Background: an optimization exercise with open tools, aiming at small area, a short achievable clock period and few clock cycles per item. Do not read the settings as production practice. At most, simulation tests tie the RTL to the original design; equivalence was not proved. Power figures rest on the tool's default switching activity, not on a simulated workload.

==> inputs of fjord <==
## fm_decoder
module fm_decoder (
    input  wire         clk,
    input  wire         rst_n,
    input  wire         cmd_valid,
    output reg          cmd_ready,
    input  wire [31:0]  cmd_data,
    output reg          res_valid,
    input  wire         res_ready,
    output reg  [15:0]  res_head,
    output reg  [103:0] res_payload,
    output wire [31:0]  dstat
);
    localparam [1:0] C_NOBAR  = 2'd0,
                     C_NOPROG = 2'd1,
                     C_CSERR  = 2'd2,
                     C_PROG   = 2'd3;
    localparam [3:0] R_OK       = 4'd0,
                     R_EMPTY    = 4'd1,
                     R_LEFT     = 4'd2,
                     R_RIGHT    = 4'd3,
                     R_BARCOUNT = 4'd4,
                     R_SHORT    = 4'd5,
                     R_LONG     = 4'd6,
                     R_GAP      = 4'd7,
                     R_SIG      = 4'd8,
                     R_HTYPE    = 4'd9,
                     R_HINDEX   = 4'd10,
                     R_DIRECT   = 4'd11,
                     R_CSUM     = 4'd12;
    localparam [2:0] E_IDLE  = 3'd0,    
                     E_WAIT  = 3'd1,    
                     E_SRCH  = 3'd2,    
                     E_CLASS = 3'd3,    
                     E_SUM   = 3'd4,    
                     E_DEC   = 3'd5;    
    reg  [7:0]  last_csum;
    reg  [15:0] row_index;
    reg         aborted;
    reg         err;
    reg         line_open;
    assign dstat = {5'd0, line_open, err, aborted, last_csum, row_index};
    reg  [13:0] rem, rem_prev;
    reg         q_ref;
    wire [13:0] rem_eff  = q_ref ? rem_prev : rem;
    wire        cmd_fire = cmd_valid && cmd_ready;
    wire [3:0]  op       = cmd_data[31:28];
    wire is_scan  = (cmd_data == 32'h8000_0000);
    wire is_lb    = (op == 4'h9);
    wire is_pix   = (cmd_data[31:1] == 31'h5000_0000);
    wire is_le    = (cmd_data == 32'hB000_0000);
    wire is_run   = (cmd_data[31:15] == 17'h1_8000);
    wire [13:0] rem_m1   = rem_eff - 14'd1;
    wire        rem_nz   = (rem_eff != 14'd0);
    wire [14:0] a_remrun = {1'b0, rem_eff} - {1'b0, cmd_data[13:0]};
    wire [14:0] a_span   = {1'b0, cmd_data[27:14]} - {1'b0, cmd_data[13:0]};
  ...
==> flow/config.mk <==
export PLATFORM = sky130hd
export DESIGN_NAME = fm_decoder
export DESIGN_NICKNAME = fm_decoder
export VERILOG_FILES = /design/flow/design.v
export SDC_FILE = /design/flow/constraint.sdc
export NUM_CORES = 4
export LEC_CHECK = 0
export ABC_CLOCK_PERIOD_IN_PS = 5000
export CAP_MARGIN = 30
export CORE_MARGIN = 2
export CORE_UTILIZATION = 45
export CTS_CLUSTER_DIAMETER = 100
export CTS_CLUSTER_SIZE = 25
export PLACE_DENSITY = 0.6
export SLEW_MARGIN = 30
==> flow/constraint.sdc <==
create_clock -name core_clock -period 22.0 [get_ports {clk}]
set_input_delay 4.4000 -clock core_clock [delete_from_list [all_inputs] [get_ports {clk}]]
set_output_delay 4.4000 -clock core_clock [all_outputs]
set_load 0.01 [all_outputs]
standard.sh (not shown) runs the stock make flow with config.mk's settings and CLKGATE_MAP_FILE= SYNTH_SCRIPT=/design/flow/synth_recipe.tcl, a recipe that flattens the netlist after the stock synthesis.
==> flow/flow/run.sh <==
#!/bin/bash
# The standard layout (standard.sh: ORFS synth .. finish, unchanged scripts),
# with the resizer's setup repair asked to keep a larger slack margin so that it
# works on paths the 22 ns clock alone would leave untouched. The SDC, clock
# period and all other settings are the design's.
set -euo pipefail
export SETUP_SLACK_MARGIN=16
bash standard.sh > standard_flow.log 2>&1
==> garnet: changes against fjord <==
--- a/flow/design.v
+++ b/flow/design.v
@@ -30,49 +30,71 @@
     localparam [2:0] E_IDLE  = 3'd0,    
                      E_WAIT  = 3'd1,    
                      E_SRCH  = 3'd2,    
                      E_CLASS = 3'd3,    
                      E_SUM   = 3'd4,    
-                     E_DEC   = 3'd5;    
+                     E_DEC   = 3'd5,    
+                     E_VER1  = 3'd6,    
+                     E_VER2  = 3'd7;    
     reg  [7:0]  last_csum;
     reg  [15:0] row_index;
     reg         aborted;
     reg         err;
     reg         line_open;
     assign dstat = {5'd0, line_open, err, aborted, last_csum, row_index};
-    reg  [13:0] rem, rem_prev;
+    reg  [13:0] rem_b, rem_c, rem_prev;
     reg         q_ref;
-    wire [13:0] rem_eff  = q_ref ? rem_prev : rem;
+    wire [13:0] rem_diff = rem_b - rem_c;
+    wire [13:0] rem_eff  = q_ref ? rem_prev : rem_diff;
+    wire        rem_nz   = (rem_eff != 14'd0);
+    function lt14;
+        input [13:0] a, b;
+        reg   [15:0] l, e;
+        integer i, w;
+        begin
+            l = {2'b00, ~a & b};
+            e = {2'b11, ~(a ^ b)};
+            for (w = 16; w > 1; w = w / 2)
+                for (i = 0; i < w / 2; i = i + 1) begin
+                    l[i] = l[2*i+1] | (e[2*i+1] & l[2*i]);
+                    e[i] = e[2*i+1] & e[2*i];
+                end
+            lt14 = l[0];
+        end
+    endfunction
     wire        cmd_fire = cmd_valid && cmd_ready;
     wire [3:0]  op       = cmd_data[31:28];
-    wire is_scan  = (cmd_data == 32'h8000_0000);
+    wire z27_15   = (cmd_data[27:15] == 13'd0);
+    wire z27_1    = z27_15 && (cmd_data[14:1] == 14'd0);
+    wire z27_0    = z27_1 && !cmd_data[0];
+    wire is_scan  = (op == 4'h8) && z27_0;
     wire is_lb    = (op == 4'h9);
-    wire is_pix   = (cmd_data[31:1] == 31'h5000_0000);
-    wire is_le    = (cmd_data == 32'hB000_0000);
-    wire is_run   = (cmd_data[31:15] == 17'h1_8000);
-    wire [13:0] rem_m1   = rem_eff - 14'd1;
-    wire        rem_nz   = (rem_eff != 14'd0);
-    wire [14:0] a_remrun = {1'b0, rem_eff} - {1'b0, cmd_data[13:0]};
-    wire [14:0] a_span   = {1'b0, cmd_data[27:14]} - {1'b0, cmd_data[13:0]};
-    wire lb_ok  = !aborted && !line_open && (cmd_data[13:0] < cmd_data[27:14]);
-    wire run_ok = line_open && (is_pix ? rem_nz : !a_remrun[14]);
+    wire is_pix   = (op == 4'hA) && z27_1;
+    wire is_le    = (op == 4'hB) && z27_0;
+    wire is_run   = (op == 4'hC) && z27_15;
+    wire lb_ok  = !aborted && !line_open && lt14(cmd_data[13:0], cmd_data[27:14]);
+    wire run_ok = line_open && (is_pix ? rem_nz : !lt14(rem_eff, cmd_data[13:0]));
     wire le_ok  = line_open && !rem_nz;
     wire a_refuse = cmd_data[31] && !is_scan &&
                     !(is_lb && lb_ok) && !((is_pix || is_run) && run_ok) && !(is_le && le_ok);
     reg  [27:0] q_data;
     reg         q_begin, q_run, q_pix, q_end;
     reg  [2:0]  est;
     always @(posedge clk) begin
         rem_prev <= rem_eff;
-        if (cmd_fire && op == 4'h9)
-            rem <= a_span[13:0];
-        else if (cmd_fire && op == 4'hA)
-            rem <= rem_m1;
-        else if (cmd_fire && op == 4'hC)
-            rem <= a_remrun[13:0];
-        else
-            rem <= rem_eff;
+        if (cmd_fire && op == 4'h9) begin
+            rem_b <= cmd_data[27:14];
+            rem_c <= cmd_data[13:0];
+        end else begin
+            rem_b <= rem_eff;
+            if (cmd_fire && op == 4'hA)
+                rem_c <= 14'd1;
+            else if (cmd_fire && op == 4'hC)
+                rem_c <= cmd_data[13:0];
+            else
+                rem_c <= 14'd0;
+        end
     end
     always @(posedge clk or negedge rst_n) begin
         if (!rst_n) begin
             q_begin <= 1'b0;
             q_run   <= 1'b0;
@@ -98,11 +120,11 @@
     reg  [10:0] cur_white, gap_min, gap_max;
     reg  [9:0]  orw;               
     wire [13:0] b_count = q_pix ? 14'd1 : {q_data[13:0]};
     wire        b_fg    = q_pix ? q_data[0] : q_data[14];
     wire        b_act   = (q_run || q_pix) && (b_count != 14'd0);
-    wire [13:0] b_fx    = right_b - rem - b_count;    
+    wire [13:0] b_fx    = right_b - rem_b;            
     wire [14:0] b_grow  = {5'd0, cur_black} + {1'b0, b_count};
     wire [9:0]  b_wnew  = (b_count >= 14'd1023) ? 10'd1023 : b_count[9:0];
     wire [9:0]  b_wgrow = (b_grow >= 15'd1023) ? 10'd1023 : b_grow[9:0];
     wire [17:0] b_x10   = {1'b0, b_fx, 3'b000} + {3'b000, b_fx, 1'b0};
     wire [11:0] b_white = {1'b0, cur_white} + {1'b0, b_count[10:0]};
@@ -157,11 +179,11 @@
                     cur_white <= 11'd0;
                     cur_black <= b_wnew;
                     if (n_black != 8'd133)
                         n_black <= n_black + 8'd1;
                 end
-                rem_last <= rem;
+                rem_last <= rem_diff;
             end else begin
                 if (seen_fg)
                     cur_white <= (b_count >= 14'd2047 || b_white[11]) ? 11'h7FF : b_white[10:0];
             end
             prev_fg <= b_fg;
@@ -364,15 +386,19 @@
             d_class = C_CSERR;  d_reason = R_CSUM;
         end
     end
     reg         pass2;
     reg         own_up;            
-    wire        res_free   = !res_valid || res_ready;
+    reg  [9:0]  tp;
+    reg         tp_ok, ver1, up_unk;
+    wire        ver_ok     = ver1 && (cnt >= {1'b0, half});
+    wire        res_free   = !res_valid;
     wire        geo_go     = (est == E_WAIT || q_end) && res_free;
     wire        geo_fail   = (g_reason != R_OK);
     wire        dec_retry  = (est == E_DEC) && !pass2 && (d_class == C_CSERR);
     wire        dec_commit = ((est == E_DEC) && !dec_retry) || (geo_go && geo_fail);
+    wire        dec_again  = dec_retry && up_unk;
     wire        dec_take2  = pass2 && (d_class != C_PROG);
     wire [1:0]  out_class  = (est == E_DEC) ? (dec_take2 ? C_CSERR : d_class)  : C_NOBAR;
     wire [3:0]  out_reason = (est == E_DEC) ? (dec_take2 ? R_CSUM  : d_reason) : g_reason;
     wire [3:0]  out_len    = (out_class == C_PROG) ? d_len[3:0] : 4'd0;
     wire        out_upper  = (est == E_DEC) && pass2;
@@ -380,29 +406,35 @@
     always @(posedge clk or negedge rst_n) begin
         if (!rst_n) begin
             est       <= E_IDLE;
             cmd_ready <= 1'b1;
             res_valid <= 1'b0;
+            tp_ok     <= 1'b0;
         end else begin
+            if (est == E_SUM)
+                tp_ok <= 1'b1;
             if (res_valid && res_ready)
                 res_valid <= 1'b0;
             if (cmd_fire && is_le && le_ok)
                 cmd_ready <= 1'b0;
             if (dec_commit) begin
                 res_valid <= 1'b1;
                 cmd_ready <= 1'b1;
                 est       <= E_IDLE;
             end else if (geo_go) begin
-                est <= E_SRCH;
+                est <= tp_ok ? E_VER1 : E_SRCH;
             end else if (q_end) begin
                 est <= E_WAIT;
             end else begin
                 case (est)
                 E_SRCH:  if (lo_last) est <= E_CLASS;
                 E_CLASS: est <= E_SUM;
                 E_SUM:   est <= E_DEC;
-                E_DEC:   if (dec_retry) est <= E_CLASS;
+                E_DEC:   if (dec_again) est <= E_SRCH;
+                         else if (dec_retry) est <= E_CLASS;
+                E_VER1:  est <= E_VER2;
+                E_VER2:  est <= ver_ok ? E_SUM : E_SRCH;
                 default: ;
                 endcase
             end
         end
     end
@@ -415,10 +447,25 @@
             bit_up  <= g_msb;
             part_ok <= 1'b1;
             part_up <= 1'b0;
             own_up  <= 1'b1;
             pass2   <= 1'b0;
+            up_unk  <= 1'b0;
+            if (tp_ok)
+                cmp_v <= tp;
+        end else if (est == E_VER1) begin
+            ver1 <= (cnt < {1'b0, half});
+        end else if (est == E_VER2) begin
+            if (ver_ok) begin
+                p_lo   <= tp;
+                p_up   <= tp;
+                up_unk <= !(cnt > {1'b0, half});
+            end else begin
+                part_ok <= 1'b0;
+                own_up  <= 1'b0;
+                cmp_v   <= {1'b0, orw_smear[9:1]};
+            end
         end else if (est == E_SRCH) begin
             part_ok <= 1'b1;
             part_up <= own_up;
             own_up  <= !own_up;
             if (part_ok) begin
@@ -434,19 +481,30 @@
             end
         end else if (est == E_CLASS) begin
             part_ok <= 1'b0;
             if (part_ok && part_up)
                 p_up <= rnew;
+        end else if (dec_again) begin
+            p_lo    <= 10'd0;
+            p_up    <= 10'd0;
+            bit_lo  <= g_msb;
+            bit_up  <= g_msb;
+            part_ok <= 1'b0;
+            own_up  <= 1'b0;
+            up_unk  <= 1'b0;
+            cmp_v   <= {1'b0, orw_smear[9:1]};
         end else if (dec_retry) begin
             cmp_v <= p_up;
             pass2 <= 1'b1;
         end else if (est == E_IDLE || est == E_WAIT) begin
-            cmp_v <= {1'b0, orw_smear[9:1]};
+            cmp_v <= tp_ok ? (tp - 10'd1) : {1'b0, orw_smear[9:1]};
         end
+        if (est == E_SUM)
+            tp <= p_lo;
     end
     always @(posedge clk) begin
-        if (est == E_CLASS) begin
+        if (est == E_CLASS || est == E_VER2) begin
             row0        <= pk_m[127:120];
             row1        <= pk_m[119:112];
             row2        <= pk_m[111:104];
             res_payload <= {pk_m[7:0],   pk_m[15:8],  pk_m[23:16], pk_m[31:24],
                             pk_m[39:32], pk_m[47:40], pk_m[55:48], pk_m[63:56],
==> flow/flow/run.sh (replaced) <==
#!/bin/bash
# The standard layout (standard.sh: ORFS synth .. finish, unchanged scripts),
# with the resizer's setup repair asked to keep a larger slack margin so that it
# works on paths the 22 ns clock alone would leave untouched, and with plain
# buffers (instead of the delay cells buffer_ports picks by default) on the
# ports. The SDC, clock period and all other settings are the design's.
set -euo pipefail
export SETUP_SLACK_MARGIN=16.5
export BUFFER_PORTS_ARGS="-buffer_cell sky130_fd_sc_hd__buf_2"
bash standard.sh > standard_flow.log 2>&1
==> qor summary <==
Launching element of the worst setup path: garnet part[14]; fjord cmd_data[0]
Total placed instance area: garnet 0.0915 mm^2; fjord 0.0910 mm^2
Non-clock buffer area fraction after layout: garnet 7.28%; fjord 4.23%
Share of post-route cells with drive strength above 1: garnet 28.2%; fjord 14.2%
Buffer count excluding the clock tree in the final layout: garnet 698; fjord 432
Initial antenna violation count: garnet 14; fjord 16
Average detailed-routed wire length per instance: garnet 29.0 um; fjord 27.5 um
Count of instances resized after the clock tree is built: garnet 1,077; fjord 502
Routability-driven placement congestion ratio: garnet 0.975; fjord 0.962
Setup crit start kind: garnet register; fjord input port
Power consumed by the clock network: garnet 0.00186 W; fjord 0.00183 W
Pre-CTS setup slack: garnet 14.93 ns; fjord 14.17 ns
Pwr Total: garnet 0.00631 W; fjord 0.00839 W
Final critical-path setup slack: garnet 15.80 ns; fjord 15.98 ns
Placed wire-length estimate after detailed placement: garnet 177 mm; fjord 177 mm
Mean Syn Cell Area: garnet 12.5 um^2; fjord 12.5 um^2
Biggest cell delay along the critical path: garnet 0.58 ns; fjord 0.41 ns
Multi-input gate area: garnet 0.0389 mm^2; fjord 0.0365 mm^2
Result of the run: garnet no timing/DRC/antenna violations; fjord no timing/DRC/antenna violations
Number of clock-tree buffers in the layout: garnet 138; fjord 132
Distinct cell type count of the synthesized netlist: garnet 97; fjord 92
Testbench counts of fjord, summed over its fixed seeds: cycles 224,368, lines 888.
The RTL of garnet was laid out without a check of its function.

-- port drivers added, routing unchanged --
How much do the figures lean on ideal ports? The routed layouts below were timed once more, with nothing changed but the port constraints.
Step 1 assumes that a clkbuf_16 drives the clock port and a buf_2 every other input.
Step 2 times the ports against the registers' clock, not the clock port: input delays grow and output delays shrink by t, the midpoint of the rising clock arrivals with the driver on.
a / b / c = ideal ports / drivers / drivers and shift; a / b = the first two.
run	t (ns)	slack for setup (ns)	worst hold slack (ns)
fjord	0.848	15.982 / 15.971 / 15.180	0.435 / 0.435 / 0.435
garnet	0.851	15.800 / 15.800 / 15.385	0.415 / 0.415 / 0.415
After both steps every run listed still meets setup and hold. For fjord, which loses most, drivers alone change the setup slack by -0.011 ns; drivers and shift together by -0.802 ns.
